Source: an optimization exercise on an open RTL-to-GDS flow (aim: small area, a short achievable clock period and few clock cycles). Production flows keep margins and buffers that such runs may drop. No functional check of the RTL was part of any run shown here. No activity file was given, so power comes from the tool's default toggle rates.

===== flow/config.mk =====
export PLATFORM = sky130hd
export DESIGN_NAME = rsu_radix
export DESIGN_NICKNAME = rsu_radix
export VERILOG_FILES = /design/flow/design.v
export SDC_FILE = /design/flow/constraint.sdc
export NUM_CORES = 4
export LEC_CHECK = 0
export ABC_AREA = 1
export CAP_MARGIN = 20
export CORE_MARGIN = 2
export CORE_UTILIZATION = 60
export PLACE_DENSITY = 0.75
export SLEW_MARGIN = 20

===== flow/constraint.sdc =====
create_clock -name core_clock -period 8.0 [get_ports {clk}]
set_input_delay 1.6000 -clock core_clock [delete_from_list [all_inputs] [get_ports {clk}]]
set_output_delay 1.6000 -clock core_clock [all_outputs]
set_load 0.01 [all_outputs]

===== flow/design.v =====
module rsu_radix (
    input  wire        clk,
    input  wire        rst,         
    input  wire        start,
    input  wire [7:0]  cmd,         
    input  wire [15:0] len,         
    input  wire [63:0] val,         
    output wire        ready,
    input  wire        in_valid,
    input  wire [7:0]  in_data,
    output wire        in_ready,
    output wire        out_valid,
    output wire [7:0]  out_data,
    input  wire        out_ready,
    output reg         done,
    output wire [2:0]  err,
    output wire [15:0] out_len,
    output reg  [63:0] res          
);
    localparam [4:0] OP_BIN_ENC     = 5'h01,
                     OP_BIN_DEC     = 5'h02,
                     OP_BIN_ENC_INT = 5'h03,
                     OP_BIN_DEC_INT = 5'h04,
                     OP_HEX_ENC     = 5'h05,
                     OP_HEX_DEC     = 5'h06,
                     OP_HEX_ENC_INT = 5'h07,
                     OP_HEX_DEC_INT = 5'h08,
                     OP_B64_ENC     = 5'h09,
                     OP_B64_DEC     = 5'h0A;
    wire [4:0] cmd_op = cmd[4:0];
    reg        cmd_legal;
    always @(*) begin
        case (cmd_op)
            OP_BIN_ENC, OP_HEX_ENC:             cmd_legal = (cmd[7:6] == 2'b00);
            OP_BIN_ENC_INT, OP_HEX_ENC_INT:     cmd_legal = 1'b1;
            OP_BIN_DEC_INT, OP_HEX_DEC_INT:     cmd_legal = (cmd[5] == 1'b0);
            OP_BIN_DEC, OP_HEX_DEC,
            OP_B64_ENC, OP_B64_DEC:             cmd_legal = (cmd[7:5] == 3'b000);
            default:                            cmd_legal = 1'b0;
        endcase
    end
    wire cmd_int_enc = (cmd_op == OP_BIN_ENC_INT) || (cmd_op == OP_HEX_ENC_INT);
    wire cmd_badlen  = (len > 16'd4096) && !cmd_int_enc;
    wire cmd_bin = (cmd_op == OP_BIN_ENC) || (cmd_op == OP_BIN_DEC) ||
                   (cmd_op == OP_BIN_ENC_INT) || (cmd_op == OP_BIN_DEC_INT);
    wire cmd_hex = (cmd_op == OP_HEX_ENC) || (cmd_op == OP_HEX_DEC) ||
                   (cmd_op == OP_HEX_ENC_INT) || (cmd_op == OP_HEX_DEC_INT);
    wire cmd_dec = (cmd_op == OP_BIN_DEC) || (cmd_op == OP_HEX_DEC) ||
                   (cmd_op == OP_BIN_DEC_INT) || (cmd_op == OP_HEX_DEC_INT) ||
                   (cmd_op == OP_B64_DEC);
    wire cmd_int = (cmd_op == OP_BIN_ENC_INT) || (cmd_op == OP_HEX_ENC_INT) ||
                   (cmd_op == OP_BIN_DEC_INT) || (cmd_op == OP_HEX_DEC_INT);
    wire accept  = start && cmd_legal && !cmd_badlen;
    reg        idle;         
    reg        ir;           
    reg        m_bin, m_hex, m_b64, m_dec, m_int, m_delim;
    reg [1:0]  wsel;
    reg [12:0] rem;          
    reg        t0;           
    reg        more;         
    reg [7:0]  ib;           
    reg        ib_v;
    reg [63:0] sh;           
    reg [11:0] bbuf;         
    reg [3:0]  bcnt;         
    wire [6:0] acc = bbuf[6:0];    
    wire [2:0] dc  = bcnt[2:0];    
    reg        first;        
    reg        sp;           
    reg        bad;          
    reg        eqs;          
    reg [1:0]  qc;           
    reg [15:0] outcnt;       
    reg [2:0]  err_r;
    reg        ov, sv;       
    reg [7:0]  od, sd;
    wire run   = !idle;
    wire cango = run && !sv;            
    wire enc   = !m_dec;
    wire ienc  = m_int && !m_dec;       
    wire [7:0] c = in_data;
    wire is_space = (c == 8'h20);
    wire is_bin   = (c[7:1] == 7'b0011000);
    wire is_digit = (c[7:4] == 4'h3) && (c[3:0] <= 4'h9);
    wire is_af    = (c[7:6] == 2'b01) && (c[4:3] == 2'b00) && (c[2:0] != 3'd0) && (c[2:0] != 3'd7);
    wire hex_ok   = is_digit || is_af;
    wire [3:0] hex_val = is_digit ? c[3:0] : (c[3:0] + 4'd9);
    reg        b64_ok;
    reg  [5:0] b64_val;
    always @(*) begin
        b64_ok  = 1'b1;
        b64_val = 6'd0;
        if (c >= 8'h41 && c <= 8'h5A)      b64_val = c[5:0] - 6'd1;           
        else if (c >= 8'h61 && c <= 8'h7A) b64_val = c[5:0] - 6'd7;           
        else if (is_digit)                 b64_val = {2'b11, c[3:0]} + 6'd4;  
        else if (c == 8'h2B)               b64_val = 6'd62;
        else if (c == 8'h2F)               b64_val = 6'd63;
        else                               b64_ok  = 1'b0;
    end
    wire is_eq = (c == 8'h3D);
    wire k_bin = idle ? cmd_bin : m_bin;
    wire k_hex = idle ? cmd_hex : m_hex;
    reg  [7:0] cls;
    always @(*) begin
        if (k_bin)      cls = {is_bin, is_space, 5'd0, c[0]};
        else if (k_hex) cls = {hex_ok, is_space, 2'd0, hex_val};
        else            cls = {b64_ok, is_eq, b64_val};
    end
    wire       i_ok = ib[7];
    wire       i_se = ib[6];        
    wire [5:0] i_v  = ib[5:0];
    wire dcons = cango && m_dec && ib_v;            
    reg        d_byte;                              
    reg  [7:0] dbyte;
    always @(*) begin
        if (m_bin) begin
            d_byte = i_ok && (dc == 3'd7);
            dbyte  = {acc[6:0], i_v[0]};
        end else if (m_hex) begin
            d_byte = i_ok && dc[0];
            dbyte  = {acc[3:0], i_v[3:0]};
        end else begin
            d_byte = i_ok && !i_se && !eqs && (dc[1:0] != 2'd0);
            case (dc[1:0])
                2'd1:    dbyte = {acc[5:0], i_v[5:4]};
                2'd2:    dbyte = {acc[3:0], i_v[5:2]};
                default: dbyte = {acc[1:0], i_v};
            endcase
        end
    end
    wire d_push = dcons && d_byte && !m_int;        
    wire d_int  = dcons && d_byte && m_int;         
    reg  [7:0] wbyte;                   
    always @(*) begin
        case (wsel)
            2'd0:    wbyte = sh[7:0];
            2'd1:    wbyte = sh[15:8];
            2'd2:    wbyte = sh[31:24];
            default: wbyte = sh[63:56];
        endcase
    end
    wire have  = m_bin ? (bcnt != 4'd0) : m_hex ? (bcnt[3:2] != 2'b00) : (bcnt >= 4'd6);
    wire full  = m_bin ? (bcnt[3:1] != 3'd0) : m_hex ? bcnt[3] : (bcnt == 4'd12);
    wire e_bits = have && !sp;
    wire e_fl   = m_b64 && !more && !have && (bcnt != 4'd0);    
    wire e_pad  = m_b64 && !more && (bcnt == 4'd0) && (outcnt[1:0] != 2'd0);
    wire e_push = cango && enc && (sp || have || e_fl || e_pad);
    wire want  = cango && enc && more && !sp && !(have && full);
    wire take  = in_valid && ir;
    wire ins   = enc && (m_int ? want : take);
    wire used  = ienc ? ins : take;
    wire [3:0] esz   = m_bin ? 4'd1 : m_hex ? 4'd4 : 4'd6;
    wire [3:0] rbits = e_bits ? (bcnt - esz) : (e_fl ? 4'd0 : bcnt);    
    wire [11:0] bkeep = e_bits ? (bbuf << esz) : (e_fl ? 12'd0 : bbuf);
    wire [7:0] ebyte = m_int ? wbyte : in_data;
    wire [11:0] bnew = {ebyte, 4'd0} >> rbits[2:1] >> rbits[2:1];      
    wire [3:0] hnib = bbuf[11:8];
    wire [5:0] sext = bbuf[11:6];
    reg  [7:0] echar;
    always @(*) begin
        if (sp)
            echar = 8'h20;
        else if (m_bin)
            echar = {7'b0011000, bbuf[11]};
        else if (m_hex)
            echar = (hnib < 4'd10) ? {4'h3, hnib} : ({4'h0, hnib} + 8'h37);
        else if (e_pad)
            echar = 8'h3D;
        else if (sext < 6'd26)
            echar = {2'b00, sext} + 8'h41;
        else if (sext < 6'd52)
            echar = {2'b00, sext} + 8'h47;
        else if (sext < 6'd62)
            echar = {2'b00, sext} - 8'd4;
        else if (sext == 6'd62)
            echar = 8'h2B;
        else
            echar = 8'h2F;
    end
    wire       push  = e_push || d_push;
    wire [7:0] pdata = m_dec ? dbyte : echar;
    assign out_valid = ov;
    assign out_data  = od;
    assign ready     = idle;
    assign in_ready  = ir;
    wire fin_clear = !more && (m_dec ? !ib_v : ((bcnt == 4'd0) && !sp && (!m_b64 || outcnt[1:0] == 2'd0)));
    wire fin = run && fin_clear && !sv && (!ov || out_ready);
    wire [3:0] wbytes = 4'd1 << wsel;
    reg        inval;
    always @(*) begin
        if (m_bin)      inval = bad || (dc != 3'd0);
        else if (m_hex) inval = bad || dc[0];
        else            inval = bad || (dc[1:0] == 2'd1) ||
                                (qc != 2'd0 && qc != (2'd0 - dc[1:0]));
        if (m_int) inval = inval || (outcnt != {12'd0, wbytes});
    end
    wire [63:0] wmask = {{32{wsel == 2'd3}}, {16{wsel[1]}}, {8{wsel != 2'd0}}, 8'hFF};
    assign err     = err_r;
    assign out_len = outcnt;            
    wire last1  = (rem[12:2] == 11'd0) && (t0 ? (rem[1:0] == 2'd2) : (rem[1:0] == 2'd1));
    wire more_n = more && !(used && last1);
    wire ib_v_n = take || (ib_v && !dcons);
    wire sv_n   = sv ? !out_ready : (push && ov && !out_ready);
    wire [3:0] bcnt_n = (cango && enc) ? (ins ? (rbits + 4'd8) : rbits) : bcnt;
    wire sp_n   = (cango && enc) ? (ins ? (m_delim && !first) : 1'b0) : sp;
    wire [3:0] bc0 = cango ? rbits : bcnt;                
    wire sp0    = cango ? 1'b0 : sp;
    wire have0  = m_bin ? (bc0 != 4'd0) : m_hex ? (bc0[3:2] != 2'b00) : (bc0 >= 4'd6);
    wire full0  = m_bin ? (bc0[3:1] != 3'd0) : m_hex ? bc0[3] : (bc0 == 4'd12);
    wire ew0    = !sp0 && !(have0 && full0);
    wire ew1    = m_b64 && !rbits[2];
    wire ewant  = !sv_n && (take ? ew1 : ew0);
    wire ir_run = !ienc && more_n && (m_dec ? (!ib_v_n || !sv_n) : ewant);
    wire more0  = (len[12:1] != 12'd0) || (len[0] && !in_valid);
    wire ir_acc = !cmd_int_enc && more0 && (cmd_dec || !in_valid || (!cmd_bin && !cmd_hex));
    always @(posedge clk)
        if (rst)
            res <= 64'd0;
        else if (run && fin_clear && m_dec && m_int && !inval)    
            res <= sh & wmask;
    always @(posedge clk) begin
        if (rst) begin
            idle <= 1'b1;
            ir   <= 1'b1;
            done <= 1'b0;
            ov   <= 1'b0;
            sv   <= 1'b0;
        end else begin
            done <= 1'b0;
            if (idle) begin
                ir <= accept ? ir_acc : 1'b1;
                if (start) begin
                    if (!cmd_legal || cmd_badlen) begin
                        done  <= 1'b1;
                        err_r <= cmd_legal ? 3'd5 : 3'd4;
                    end else begin
                        idle  <= 1'b0;
                    end
                end
            end else if (fin) begin
                idle  <= 1'b1;
                ir    <= 1'b1;
                done  <= 1'b1;
                err_r <= (m_dec && inval) ? 3'd1 : 3'd0;
            end else begin
                ir    <= ir_run;
            end
            sv <= sv_n;
            if (sv) begin
                if (out_ready)
                    od <= sd;
            end else if (push) begin
                if (!ov || out_ready) begin
                    od <= pdata;
                    ov <= 1'b1;
                end else begin
                    sd <= pdata;
                end
            end else if (out_ready) begin
                ov <= 1'b0;
            end
        end
        if (idle) begin
            m_bin   <= cmd_bin;
            m_hex   <= cmd_hex;
            m_b64   <= !cmd_bin && !cmd_hex;
            m_dec   <= cmd_dec;
            m_int   <= cmd_int;
            m_delim <= cmd[5];
            wsel    <= cmd[7:6];
            rem     <= cmd_int_enc ? ({9'd0, 4'd1 << cmd[7:6]}) : len[12:0];
            t0      <= !cmd_int_enc && in_valid;
            more    <= cmd_int_enc || more0;
            sh      <= val;
            bbuf    <= {in_data & {8{!cmd_int_enc && in_valid}}, 4'd0};
            bcnt    <= (!cmd_int_enc && in_valid) ? 4'd8 : 4'd0;
            first   <= !(!cmd_int_enc && in_valid);
            sp      <= 1'b0;
            bad     <= 1'b0;
            eqs     <= 1'b0;
            qc      <= 2'd0;
            outcnt  <= 16'd0;
            ib      <= cls;
            ib_v    <= start && in_valid;
        end else begin
            more <= more_n;
            if (used)
                rem <= rem - 13'd1;
            if (fin && m_dec && (inval || m_int))
                outcnt <= 16'd0;
            else if (push || d_int)
                outcnt <= outcnt + 16'd1;
            bcnt <= bcnt_n;
            sp   <= sp_n;
            if (cango && enc) begin
                bbuf <= ins ? (bkeep | bnew) : bkeep;
                if (ins)
                    first <= 1'b0;
            end
            if (ienc && want)
                sh <= {sh[55:0], 8'd0};
            if (m_int && m_dec && ib_v && d_byte)
                sh <= {sh[55:0], dbyte};
            ib_v <= ib_v_n;
            if (take)
                ib <= cls;
            if (dcons) begin
                if (m_bin) begin
                    if (i_ok) begin
                        bbuf[6:0] <= {acc[5:0], i_v[0]};
                        bcnt[2:0] <= dc + 3'd1;
                    end else if (!i_se) begin
                        bad <= 1'b1;
                    end
                end else if (m_hex) begin
                    if (i_ok) begin
                        bbuf[3:0] <= i_v[3:0];
                        bcnt[2:0] <= {2'b00, ~dc[0]};
                    end else if (!i_se) begin
                        bad <= 1'b1;
                    end
                end else begin
                    if (i_se) begin
                        eqs <= 1'b1;
                        if (qc != 2'd3) qc <= qc + 2'd1;
                    end else if (i_ok && !eqs) begin
                        bbuf[5:0] <= i_v;
                        bcnt[2:0] <= {1'b0, dc[1:0] + 2'd1};
                    end else begin
                        bad <= 1'b1;
                    end
                end
            end
        end
    end
endmodule

===== flow/flow/run.sh =====
#!/bin/bash
# Standard ORFS layout (standard synthesis unchanged), with the port buffers
# made of the smallest plain buffer, and timing repair aimed 5.2 ns below the
# clock period.
set -euo pipefail
bash standard.sh BUFFER_PORTS_ARGS="-buffer_cell sky130_fd_sc_hd__buf_1" SETUP_SLACK_MARGIN=5.2 finish > orfs_flow.log 2>&1

===== flow/standard.sh =====
#!/bin/bash
# synth_recipe.tcl (not shown) runs the flow's synth.tcl, then flattens the netlist and writes it again
# the make line also repeats each setting of config.mk as NAME=value (left out here)
make -C /OpenROAD-flow-scripts/flow DESIGN_CONFIG=/design/flow/config.mk WORK_HOME=/design/flow/orfs CLKGATE_MAP_FILE= SYNTH_SCRIPT=/design/flow/synth_recipe.tcl "${@:-finish}"

==> results of run 1 <==
==> cell type report <==
class / instances / area [µm²]
timing repair buffer: 262 / 1440
fill: 1661 / 5630
clock buffer: 38 / 713
inverter: 165 / 684
multi-input combinational: 1225 / 6510
sequential: 221 / 5610
timing repair inverter: 3 / 26.3
tap: 275 / 344
clock inverter: 6 / 66.3
==> cells in the mapped netlist, drive strengths merged <==
cell type  count  area share, %
o31ai          3           0.18
a22oi          6           0.35
or2            4           0.20
nor3b          1          0.059
o311ai         4           0.27
nand4         16           0.78
ha            29            2.8
xnor2          6           0.41
nand3        151            6.4
o21a           3           0.18
o21ai        129            5.1
o2111a         1          0.088
a211oi         4           0.23
o41ai          2           0.14
o211ai        19            1.1
a21oi        137            5.4
inv          160            4.7
buf           32            2.1
xor2          11           0.75
a311oi         1           0.12
nor2          99            3.4
or3            1          0.049
a221o          1          0.078
o22ai         13           0.63
o21bai         3           0.18
edfxtp       117             27
o221a          1          0.088
o32ai          3           0.20
dfxtp        104             16
nor4           6           0.34
nor3          29            1.2
o2111ai        3           0.20
a221oi         5           0.34
a31oi         11           0.65
nand3b         1          0.059
clkinv         5           0.15
fa             1           0.16
and3           1          0.049
nand2        504             15
conb           1          0.029
clkbuf        41            1.2
o221ai        11           0.75
==> path summary, 6_finish.rpt <==
kind,endpoint,startpoint,cells past startpoint
setup / recovery,out_valid,ov,1
hold / removal,res[45],res[45],2
setup reg to reg,bbuf[8],m_bin,15
hold reg to reg,res[45],res[45],2
==> worst reg2reg max path, cell delays in order, from the launching register on <==
cell and delay [ns]:
dfxtp_2 0.38, buf_12 0.17, ha_1 0.18, inv_1 0.07, fa_2 0.53, inv_1 0.07, nand3_4 0.11, nand3_2 0.22
nand2_1 0.11, nand2_1 0.05, nand2_1 0.07, nand3_1 0.11, nand3_1 0.14, o311ai_1 0.14, nand2_1 0.08, o21ai_1 0.07
==> cell families after synthesis <==
logic type / count (synthesis) / synth area share [%]
other: 1 / 0.0292
adders and majority gates: 30 / 2.98
buffers and inverters: 238 / 8.14
AOI/OAI and AO/OA: 360 / 16.3
DFF: 221 / 43.6
and+or+nand+nor: 813 / 27.8
xor gates and xnor gates: 17 / 1.16
==> state kept, by name (all words and copies together), names as in the netlist, 2 cells and up <==
name / cells
bbuf: 12
bcnt: 4
err_r: 2
ib: 8
od: 8
outcnt: 16
qc: 2
rem: 13
res: 64
sd: 8
sh: 64
wsel: 2
==> per-stage QoR <==
| stage | util, % | cells | worst slack, ns | cell area (µm²) | hold WS (ns) |
|---|---|---|---|---|---|
| 2_1_floorplan | - | 1680 | 4.92 | 13000 | 0.435 |
| 3_3_place_gp | 64.8 | 2081 | 4.14 | 13600 | 0.451 |
| 3_5_place_dp | 64.8 | 2081 | 4.13 | 13600 | 0.454 |
| 4_1_cts | 70.6 | 2154 | 5.19 | 14800 | 0.463 |
| 5_1_grt | 73.2 | 2195 | 5.15 | 15400 | 0.479 |
| 6_report | 73.2 | 2195 | 5.24 | 15400 | 0.461 |
==> repair_timing <==
item | in CTS | in global routing
buffers inserted | 22 | 38
gates resized for setup | 46 | 61
pin swaps | 5 | 17
cloned | 7 | 3
endpoints found under the setup margin | 202 | 131
==> layer usage <==
metal  up-vias  global-route usage [%]
li1       6162                       -
met5         -                       0
met2       903                    57.0
met3       167                    6.48
met4         0                    13.6
met1      6172                    49.3
==> report_power, final <==
group | switching (mW) | leakage (nW) | internal, mW
logic | 0.257 | 3.71 | 0.138
registers | 0.0407 | 2.07 | 1.24
clock network | 0.463 | 0.385 | 0.643
total | 0.760 | 6.16 | 2.02
==> impl_metrics.csv, run 1 <==
group,metric,value,unit
layout,final_cell_mix,"486 x nand2_1, 184 x buf_1, 138 x nand3_1",
route,wl_met3,4810,µm
clocking,cts_hold_buffers,0,
timing,setup_violations,0,
die,fp.coreArea,0.0210,mm²
timing,fin_crit,2.76,ns
route,met1_length,16900,µm
critical_path,cp.required,6.40,ns
route,wirelength,43100,µm
clocking,cts_buffers,24,
critical_path,crit_buf_inv,1,
route,drt_iter0_drc,1570,
route,viasPerCell,6.11,
placed_design,numPortBuffers,194,
clocking,clkLatencyLatePin,0.53,ns
critical_path,path_cells,"buf_1",
layout,layout_commonest_cell,"nand2_1",
route,first_pass_iters,6,
die,ioPinCount,196,
logic_synthesis,synth_area,0.0128,mm²
timing,tns,0,ns
timing,slew_viol_final,0,
pwr,vdd_drop_max,0.167,mV
timing,fin_worst_skew,0.0200,ns
placed_design,dp_hpwl,28500,µm
pwr,power.total,2.78,mW
logic_synthesis,synth_nets,1811,
route,drc_errors,0,
global_routing,grt_first_pass_wirelength,63800,µm
global_routing,overflow,0,
clocking,clock_sinks,221,
clocking,clockBufferDepth,3,
logic_synthesis,synth_cell_type_count,62,
critical_path,criticalPathCategory,"flip-flop to output pin",
layout,syn2layout_area_growth,20.0,%
die,die_w,150,µm
logic_synthesis,synth_seq_cells,221,
critical_path,critPathMaxStageDelay,0.40,ns
route,detail-route-antenna-nets,0,
timing,max_freq,362,MHz
critical_path,cp_slowest_cell,"dfxtp_1",
route,num_vias,13400,
layout,antenna_cells,0,
critical_path,critical_path.top_delay_family,"flip-flops",
timing,tightest_slew,0.666,ns
pwr,total_leakage_power,6.16,nW
critical_path,crit_arrival,1.16,ns
flow_run,cap_violations,0,
clocking,cts_tree,"built",
logic_synthesis,synth_area_per_cell,7.64,µm²
logic_synthesis,yosys_warnings,1,
critical_path,end_kind,"output pin",
timing,grt_setup_unrepaired,"true",
timing,hold_viol,0,
critical_path,crit_fanout,4,
logic_synthesis,syn_inst,1680,
layout,fin_nets,2033,
placed_design,gp_congestion,0.981,
outcome,status,"timing/DRC/antenna clean",
die,rows,53,
critical_path,cp-start-kind,"flip-flop",
pwr,p_per_area,180,mW/mm²
timing,finalCritPeriodShare,34.5,%
global_routing,grt.total_usage,36.0,%
layout,drive_gt1_share,12.5,%
route,met2RoutedLength,19400,µm
critical_path,r2r_slack,5.25,ns
die,dieArea,0.0226,mm²
global_routing,antenna_found_initial,1,
min_path,hp-class,"flip-flop to flip-flop",
clocking,cts_root_buffer,"clkbuf_16",
die,die_h,150,µm
timing,relSlewSlack,55.3,%
route,top_layer,"met4",
clocking,htreeDepth,1,
clocking,path_clk_slew,0.06,ns
logic_synthesis,ys_seq_area_share,43.6,%
global_routing,grt_max_degree,71,
die,start_util,61.0,%
route,wire_per_inst,19.7,µm
global_routing,grt_pass1_vias,11900,
==> run 2: changes to the inputs <==
==> flow/flow/run.sh (replaced) <==
#!/bin/bash
# Standard ORFS layout (standard synthesis unchanged), with the port buffers
# made of the smallest plain buffer instead of the default choice.
set -euo pipefail
bash standard.sh BUFFER_PORTS_ARGS="-buffer_cell sky130_fd_sc_hd__buf_1" finish > orfs_flow.log 2>&1
--- a/flow/config.mk
+++ b/flow/config.mk
@@ -10,4 +10,5 @@
 export CORE_MARGIN = 2
 export CORE_UTILIZATION = 60
 export PLACE_DENSITY = 0.75
+export SETUP_SLACK_MARGIN = 5.0
 export SLEW_MARGIN = 20
==> run 2 against run 1 <==
Against the previous run:
- global-route usage down 0.36 points
- critical path type is now input port to flip-flop
- register-to-register slack worse by 0.21 ns
- clock power rose by 6%
- clock skew down 0.0022 ns
- sequential cell count stayed put
- still clean on timing, DRC and antenna
- sequential share of layout area up 1.1 points
- die area unchanged
- first-iteration DRC count shrank 9.0%
- sequential power about the same
- synthesized area unchanged
- non-clock buffer count fell by 41
==> impl_metrics.csv, run 2 <==
group,metric,value,unit
logic_synthesis,synth_common_cells,"490 x nand2_1, 150 x inv_1, 142 x nand3_1",
logic_synthesis,synth_area,0.0128,mm²
pwr,power.total,2.82,mW
logic_synthesis,ys_seq_area_share,43.6,%
logic_synthesis,synth_compound_area_share,16.3,%
critical_path,r2r_slack,5.04,ns
route,drc_errors,0,
logic_synthesis,synth_area_per_cell,7.64,µm²
pwr,total_leakage_power,5.93,nW
layout,final_cell_mix,"486 x nand2_1, 186 x buf_1, 141 x nand3_1",
logic_synthesis,yosys.area_share.adder,2.98,%
pwr,p_per_area,189,mW/mm²
pwr,vdd_drop_max,0.146,mV
clocking,htreeDepth,1,
logic_synthesis,synth.largest_area_cell,"edfxtp_1",
critical_path,end_kind,"flip-flop",
timing,tightest_slew,0.848,ns
logic_synthesis,synth_top_area_share,27.4,%
global_routing,grt_pass1_vias,11700,
placed_design,numPortBuffers,194,
logic_synthesis,synth_ff_type,"edfxtp_1",
layout,utilization,71.0,%
timing,fin_crit,2.97,ns
timing,setup_violations,0,
global_routing,grt.total_usage,35.6,%
placed_design,gp_congestion,1.04,
min_path,min_from,"res[44]",
placed_design,placedCellCount,2082,
route,wire_per_inst,19.6,µm
die,die_h,150,µm
layout,seq_area,0.00561,mm²
clocking,clockBufferDepth,3,
critical_path,cp.required,8.27,ns
critical_path,cp-start-kind,"input port",
flow_run,cap_violations,0,
min_path,min_path_cells,2,
critical_path,critical_path.top_delay_family,"compound AO/OA/AOI/OAI gates",
critical_path,crit_fanout,11,
layout,design_area,0.0149,mm²
logic_synthesis,synth_seq_cells,221,
logic_synthesis,synth_mux_area_share,0,%
layout,top_regs,"res x64, sh x64, outcnt x16",
timing,hold_viol,0,
timing,finalCritPeriodShare,37.1,%
clocking,cts_buffers,23,
clocking,clock_sinks,221,
min_path,hold_path_end,"res[44]",
timing,slew_viol_final,0,
layout,layout_commonest_cell,"nand2_1",
route,first_pass_iters,6,
layout,final_cells,2150,
critical_path,crit_buf_inv,3,
route,wirelength,42000,µm
global_routing,overflow,0,
timing,timing.hold.ws,0.467,ns
clocking,path_clk_slew,0.06,ns
logic_synthesis,syn_inst,1680,
placed_design,dp_hpwl,28800,µm
logic_synthesis,synth_most_common_cell,"nand2_1",
clocking,cts_tree,"built",
logic_synthesis,synth_nets,1811,
die,die_w,150,µm
critical_path,cp_slowest_cell,"o32ai_2",
die,start_util,61.0,%
critical_path,reg2reg_from,"wsel[1]",
critical_path,rr_worst_depth,12,
logic_synthesis,synth_top_family_by_area,"simple AND/OR/NAND/NOR gates",
outcome,status,"timing/DRC/antenna clean",
die,rows,53,
logic_synthesis,synth_cell_type_count,62,
min_path,hp-class,"flip-flop to flip-flop",
timing,layout_setup_ws,5.03,ns
logic_synthesis,synth.area.top_cells,"edfxtp_1 27%, dfxtp_1 16%, nand2_1 14%",
placed_design,place_ws,3.95,ns
clocking,cts_hold_buffers,0,
clocking,cts_root_buffer,"clkbuf_16",
layout,n_fill_cell,1735,
die,ioPinCount,196,
timing,max_freq,337,MHz
critical_path,path_cells,"clkbuf_4 -> inv_6 -> ha_4 -> a21oi_2 -> nor2_1 -> o32ai_2 -> nand2_2 -> buf_4 -> o211ai_1 -> a21oi_1",
logic_synthesis,synthArstFlopShare,0,%
logic_synthesis,yosys_warnings,1,
timing,grt_setup_unrepaired,"true",
timing,fin_worst_skew,0.0178,ns
clocking,clkLatencyLatePin,0.53,ns
logic_synthesis,synth-simple-area-share,27.8,%
global_routing,grt_first_pass_wirelength,63000,µm
critical_path,criticalPathCategory,"input port to flip-flop",
logic_synthesis,synth_edf_count,117,
layout,syn2layout_area_growth,16.3,%
layout,drive_gt1_share,9.39,%
route,drt_iter0_drc,1429,
route,viasPerCell,6.04,
die,fp.coreArea,0.0210,mm²
logic_synthesis,synth_xor_xnor_area_share,1.16,%
critical_path,r2r_end,"bbuf[8]",
critical_path,crit_arrival,3.24,ns
layout,antenna_cells,0,
placed_design,place_area,0.0136,mm²
critical_path,critPathMaxStageDelay,0.30,ns
die,dieArea,0.0226,mm²
timing,tns,0,ns
layout,multi_input_area,0.00638,mm²
critical_path,cp-startpoint,"in_data[2]",
timing,relSlewSlack,43.5,%
global_routing,grt_max_degree,65,
route,detail-route-antenna-nets,0,
global_routing,antenna_found_initial,0,
route,num_vias,13000,
layout,fin_nets,1989,
[run 2: cell counts after synthesis]
No cell type changed its count.
[run 2: cell type report]
| type | count | area share, % |
|---|---|---|
| Timing Repair inverter | 4 | 0.235 |
| Inverter | 165 | 4.55 |
| Sequential cell | 221 | 37.6 |
| Clock inverter | 9 | 1.02 |
| Timing Repair Buffer | 221 | 6.99 |
| Tap cell | 275 | 2.31 |
| Multi-Input combinational cell | 1222 | 42.8 |
| Clock buffer | 33 | 4.53 |
[run 2: worst register-to-register path, cell delays in order, from the launching register on]
cell and delay [ns]:
edfxtp_1 0.65, nand2_1 0.33, clkinvlp_4 0.29, nand2_1 0.19, nand2_1 0.13, o22ai_1 0.25, nand2_1 0.14, nand3_1 0.12
nand3_1 0.12, nand3_1 0.16, o311ai_1 0.12, nand2_1 0.11, o21ai_1 0.08
[run 2: cell families (layout without fill, tap and decap cells)]
| logic type | after synthesis | count (layout) |
|---|---|---|
| AND/OR/NAND/NOR | 813 | 814 |
| other | 1 | 1 |
| buffers and inverters | 238 | 432 |
| adder cells (fa/ha/maj) | 30 | 30 |
| AO/OA/AOI/OAI | 360 | 360 |
| XOR/XNOR | 17 | 17 |
| flip-flops | 221 | 221 |
[run 2: per-layer routing]
metal  global-route usage [%]  routed length [µm]  part of all wire [%]
met1                     48.6               16800                    40
met2                     55.3               19100                    45
met3                     7.64                4340                    10
met4                     14.5                1750                   4.2
met5                        0                   0                     0
[run 2: worst max path at each step]
stage / end / slack (ns) / cells after the start
after floorplan: ib[0] / 4.92 / 10
after global placement: res[43] / 3.84 / 10
after detailed placement: ib[0] / 3.95 / 11
after CTS: ib[0] / 5.00 / 10
after global routing: ib[7] / 4.96 / 11
final: ib[3] / 5.03 / 10
[run 2: what timing repair did]
action,in CTS,in global routing
pin swaps,3,2
resized for setup,27,36
hold endpoints to repair,0,0
setup endpoints to repair,174,189
setup buffers,12,9
cloned,2,3
[run 2: where the power goes]
group / internal (mW) / switching [mW]
Sequential: 1.24 / 0.0438
Clock: 0.719 / 0.464
Combinational: 0.116 / 0.240
Total: 2.07 / 0.748
==> run 3: changes to the inputs <==
--- a/flow/design.v
+++ b/flow/design.v
@@ -63,10 +63,10 @@
     reg [63:0] sh;           
     reg [11:0] bbuf;         
     reg [3:0]  bcnt;         
-    wire [6:0] acc = bbuf[6:0];    
-    wire [2:0] dc  = bcnt[2:0];    
     reg        first;        
     reg        sp;           
+    reg [6:0]  acc;          
+    reg [2:0]  dc;           
     reg        bad;          
     reg        eqs;          
     reg [1:0]  qc;           
@@ -78,7 +78,7 @@
     wire cango = run && !sv;            
     wire enc   = !m_dec;
     wire ienc  = m_int && !m_dec;       
-    wire [7:0] c = in_data;
+    wire [7:0] c = ib;                  
     wire is_space = (c == 8'h20);
     wire is_bin   = (c[7:1] == 7'b0011000);
     wire is_digit = (c[7:4] == 4'h3) && (c[3:0] <= 4'h9);
@@ -98,17 +98,15 @@
         else                               b64_ok  = 1'b0;
     end
     wire is_eq = (c == 8'h3D);
-    wire k_bin = idle ? cmd_bin : m_bin;
-    wire k_hex = idle ? cmd_hex : m_hex;
     reg  [7:0] cls;
     always @(*) begin
-        if (k_bin)      cls = {is_bin, is_space, 5'd0, c[0]};
-        else if (k_hex) cls = {hex_ok, is_space, 2'd0, hex_val};
+        if (m_bin)      cls = {is_bin, is_space, 5'd0, c[0]};
+        else if (m_hex) cls = {hex_ok, is_space, 2'd0, hex_val};
         else            cls = {b64_ok, is_eq, b64_val};
     end
-    wire       i_ok = ib[7];
-    wire       i_se = ib[6];        
-    wire [5:0] i_v  = ib[5:0];
+    wire       i_ok = cls[7];
+    wire       i_se = cls[6];       
+    wire [5:0] i_v  = cls[5:0];
     wire dcons = cango && m_dec && ib_v;            
     reg        d_byte;                              
     reg  [7:0] dbyte;
@@ -276,11 +274,12 @@
             bcnt    <= (!cmd_int_enc && in_valid) ? 4'd8 : 4'd0;
             first   <= !(!cmd_int_enc && in_valid);
             sp      <= 1'b0;
+            dc      <= 3'd0;
             bad     <= 1'b0;
             eqs     <= 1'b0;
             qc      <= 2'd0;
             outcnt  <= 16'd0;
-            ib      <= cls;
+            ib      <= in_data;
             ib_v    <= start && in_valid;
         end else begin
             more <= more_n;
@@ -303,19 +302,19 @@
                 sh <= {sh[55:0], dbyte};
             ib_v <= ib_v_n;
             if (take)
-                ib <= cls;
+                ib <= in_data;
             if (dcons) begin
                 if (m_bin) begin
                     if (i_ok) begin
-                        bbuf[6:0] <= {acc[5:0], i_v[0]};
-                        bcnt[2:0] <= dc + 3'd1;
+                        acc <= {acc[5:0], i_v[0]};
+                        dc  <= dc + 3'd1;
                     end else if (!i_se) begin
                         bad <= 1'b1;
                     end
                 end else if (m_hex) begin
                     if (i_ok) begin
-                        bbuf[3:0] <= i_v[3:0];
-                        bcnt[2:0] <= {2'b00, ~dc[0]};
+                        acc[3:0] <= i_v[3:0];
+                        dc       <= {2'b00, ~dc[0]};
                     end else if (!i_se) begin
                         bad <= 1'b1;
                     end
@@ -324,8 +323,8 @@
                         eqs <= 1'b1;
                         if (qc != 2'd3) qc <= qc + 2'd1;
                     end else if (i_ok && !eqs) begin
-                        bbuf[5:0] <= i_v;
-                        bcnt[2:0] <= {1'b0, dc[1:0] + 2'd1};
+                        acc[5:0] <= i_v;
+                        dc       <= {1'b0, dc[1:0] + 2'd1};
                     end else begin
                         bad <= 1'b1;
                     end
--- a/flow/config.mk
+++ b/flow/config.mk
@@ -5,7 +5,6 @@
 export SDC_FILE = /design/flow/constraint.sdc
 export NUM_CORES = 4
 export LEC_CHECK = 0
-export ABC_AREA = 1
 export CAP_MARGIN = 20
 export CORE_MARGIN = 2
 export CORE_UTILIZATION = 60
==> run 3 against run 2 <==
Against the previous run:
- total power rose by 2.1%
- clock skew increased by 0.0068 ns
- clock-buffer cell count rose by 2
- critical path depth up 1
- via count fell by 7.4%
- register-to-register slack barely moved
- final area rose by 4.8%
- highest routed layer unchanged
- worst hold slack got worse by 0.0022 ns
- clock power rose by 4%
- utilization rose by 1.1 points
- synthesized area increased by 2.6%
- global-route usage down 0.93 points
==> impl_metrics.csv, run 3 <==
group,metric,value,unit
placed_design,gp_congestion,1.07,
logic_synthesis,synth_area,0.0132,mm²
logic_synthesis,synth_nets,1474,
pwr,p_per_area,184,mW/mm²
flow_run,cap_violations,0,
global_routing,grt_max_degree,76,
outcome,status,"timing/DRC/antenna clean",
die,rows,54,
layout,top_regs,"res x64, sh x64, outcnt x16",
global_routing,grt_first_pass_wirelength,64800,µm
route,wire_per_inst,23.1,µm
logic_synthesis,synth_ff_type,"edfxtp_1",
logic_synthesis,synth_top_area_share,30.1,%
critical_path,criticalPathCategory,"flip-flop to flip-flop",
timing,max_freq,338,MHz
layout,design_area,0.0156,mm²
clocking,clkLatencyLatePin,0.55,ns
layout,fin_nets,1647,
layout,final_cells,1816,
global_routing,grt_pass1_vias,11400,
clocking,cts_root_buffer,"clkbuf_16",
layout,final_cell_mix,"192 x buf_1, 132 x edfxtp_1, 112 x a21oi_1",
die,start_util,60.7,%
layout,syn2layout_area_growth,18.7,%
route,drt_iter0_drc,1106,
logic_synthesis,synth_cell_type_count,96,
layout,drive_gt1_share,15.8,%
route,viasPerCell,6.62,
timing,hold_viol,0,
timing,grt_setup_unrepaired,"false",
route,first_pass_iters,9,
clocking,clockBufferDepth,3,
pwr,total_leakage_power,5.29,nW
timing,fin_worst_skew,0.0246,ns
timing,tns,0,ns
global_routing,overflow,0,
global_routing,grt.total_usage,34.7,%
logic_synthesis,synth_edf_count,132,
layout,layout_commonest_cell,"buf_1",
timing,slew_viol_final,0,
timing,relSlewSlack,36.5,%
critical_path,crit_arrival,3.26,ns
critical_path,end_kind,"flip-flop",
logic_synthesis,synth.area.top_cells,"edfxtp_1 30%, dfxtp_1 15%, mux2_2 5.5%",
clocking,clock_sinks,231,
logic_synthesis,ys_seq_area_share,45.1,%
placed_design,numPortBuffers,194,
die,ioPinCount,196,
critical_path,cp-start-kind,"flip-flop",
placed_design,place_area,0.0139,mm²
timing,finalCritPeriodShare,37.0,%
route,detail-route-antenna-nets,0,
logic_synthesis,synth_area_per_cell,9.81,µm²
layout,n_fill_cell,1630,
timing,setup_violations,0,
logic_synthesis,synthArstFlopShare,0,%
logic_synthesis,syn_inst,1343,
logic_synthesis,synth.largest_area_cell,"edfxtp_1",
critical_path,cp.required,8.30,ns
placed_design,placedCellCount,1725,
route,num_vias,12000,
clocking,cts_buffers,26,
clocking,cts_hold_buffers,0,
die,dieArea,0.0231,mm²
placed_design,dp_hpwl,26900,µm
critical_path,crit_fanout,8,
die,die_h,152,µm
logic_synthesis,synth_most_common_cell,"edfxtp_1",
logic_synthesis,synth_common_cells,"132 x edfxtp_1, 117 x a21oi_1, 105 x nand2_1",
timing,timing.hold.ws,0.465,ns
clocking,cts_tree,"built",
clocking,htreeDepth,1,
route,drc_errors,0,
global_routing,antenna_found_initial,0,
min_path,hp-class,"flip-flop to flip-flop",
timing,tightest_slew,0.948,ns
timing,fin_crit,2.96,ns
logic_synthesis,yosys_warnings,1,
clocking,path_clk_slew,0.06,ns
die,die_w,152,µm
route,wirelength,41900,µm
logic_synthesis,synth_seq_cells,231,
layout,antenna_cells,0,
die,fp.coreArea,0.0217,mm²
pwr,vdd_drop_max,0.195,mV
==> run 3: layout make-up <==
type	count	area (µm²)	share of cell area [%]
clock buffer	35	746	4.77
sequential	231	5950	38.1
inverter	46	189	1.21
timing repair buffer	239	1210	7.74
multi-input combinational	972	7040	45.0
clock inverter	13	149	0.952
tap	280	350	2.24
==> run 3: path summary, 6_finish.rpt <==
path	startpoint	end	slack (ns)	cells past startpoint
setup / recovery	ib[1]	od[2]	5.04	11
hold / removal	res[44]	res[44]	0.47	2
setup reg to reg	ib[1]	od[2]	5.04	11
hold reg to reg	res[44]	res[44]	0.47	2
==> run 3: cells by family after synthesis <==
| family | Yosys count | synth area share, % |
|---|---|---|
| xor+xnor | 20 | 1.33 |
| mux | 103 | 9.20 |
| other cells | 1 | 0.0285 |
| simple gates | 463 | 18.7 |
| fa+ha+maj | 30 | 2.91 |
| buf+inv | 146 | 4.76 |
| flops | 231 | 45.1 |
| compound gates | 349 | 17.9 |
==> run 3: repair_timing <==
item                                    4_1_cts  5_1_grt
buffers inserted                             19       16
gates cloned                                  7        1
gates resized for setup                      44       46
endpoints found under the setup margin      228      196
pin swaps                                     7        7
==> run 3: per-stage QoR <==
step           utilization [%]  worst slack [ns]  power [mW]
2_1_floorplan                -              4.99        1.53
3_3_place_gp              64.2              4.12        1.62
3_5_place_dp              64.2              4.04        1.63
4_1_cts                   70.6              4.98        2.86
5_1_grt                   72.1              4.97        2.96
6_report                  72.1              5.04        2.88
==> run 3: routing by layer <==
metal | GRT usage, % | share of wire [%] | vias to the layer above
met5 | 0 | 0 | -
met4 | 12.6 | 4.3 | 0
met3 | 8.05 | 9.8 | 121
met2 | 56.6 | 47 | 671
met1 | 45.6 | 39 | 5799
li1 | - | - | 5434
==> run 3: worst max-delay path: stages (launching register included) <==
cell	delay, ns
edfxtp_1	0.44
buf_4	0.18
buf_4	0.15
ha_1	0.19
nand2_1	0.11
a31o_2	0.21
nor3_2	0.07
or4b_4	0.63
and2_4	0.21
a21oi_4	0.25
a211oi_4	0.11
buf_12	0.16
==> run 3: where the power goes <==
part           total, mW  switching (mW)  internal (mW)
registers           1.34          0.0456           1.29
logic              0.309           0.184          0.125
clock network       1.23           0.508          0.724

what the ideal ports hide:
The results above use ideal ports. As a check the final layouts listed here were re-extracted and re-timed, cells and wires unchanged. Step 1 assumes that a clkbuf_16 drives the clock port and a buf_2 every other input. Step 2 moves the port delays by t, midway between the first and last clock arrival at a register: inputs arrive t later, outputs are due t later. That takes back most of the time a late clock gives input paths. Three values: no drivers, after step 1, after step 2; two values: the first two.
run | shift t [ns] | slack for setup (ns) | worst data-port slew with drivers (ns)
run 1 | 0.570 | 5.238 / 5.191 / 4.699 | 0.06
run 2 | 0.571 | 5.030 / 5.044 / 4.487 | 0.05
run 3 | 0.593 | 5.038 / 4.999 / 4.521 | 0.08
After both steps setup and hold are still met in every run listed. The setup slack of run 2, which loses most, moves by +0.014 ns with the drivers and by -0.543 ns with both steps.
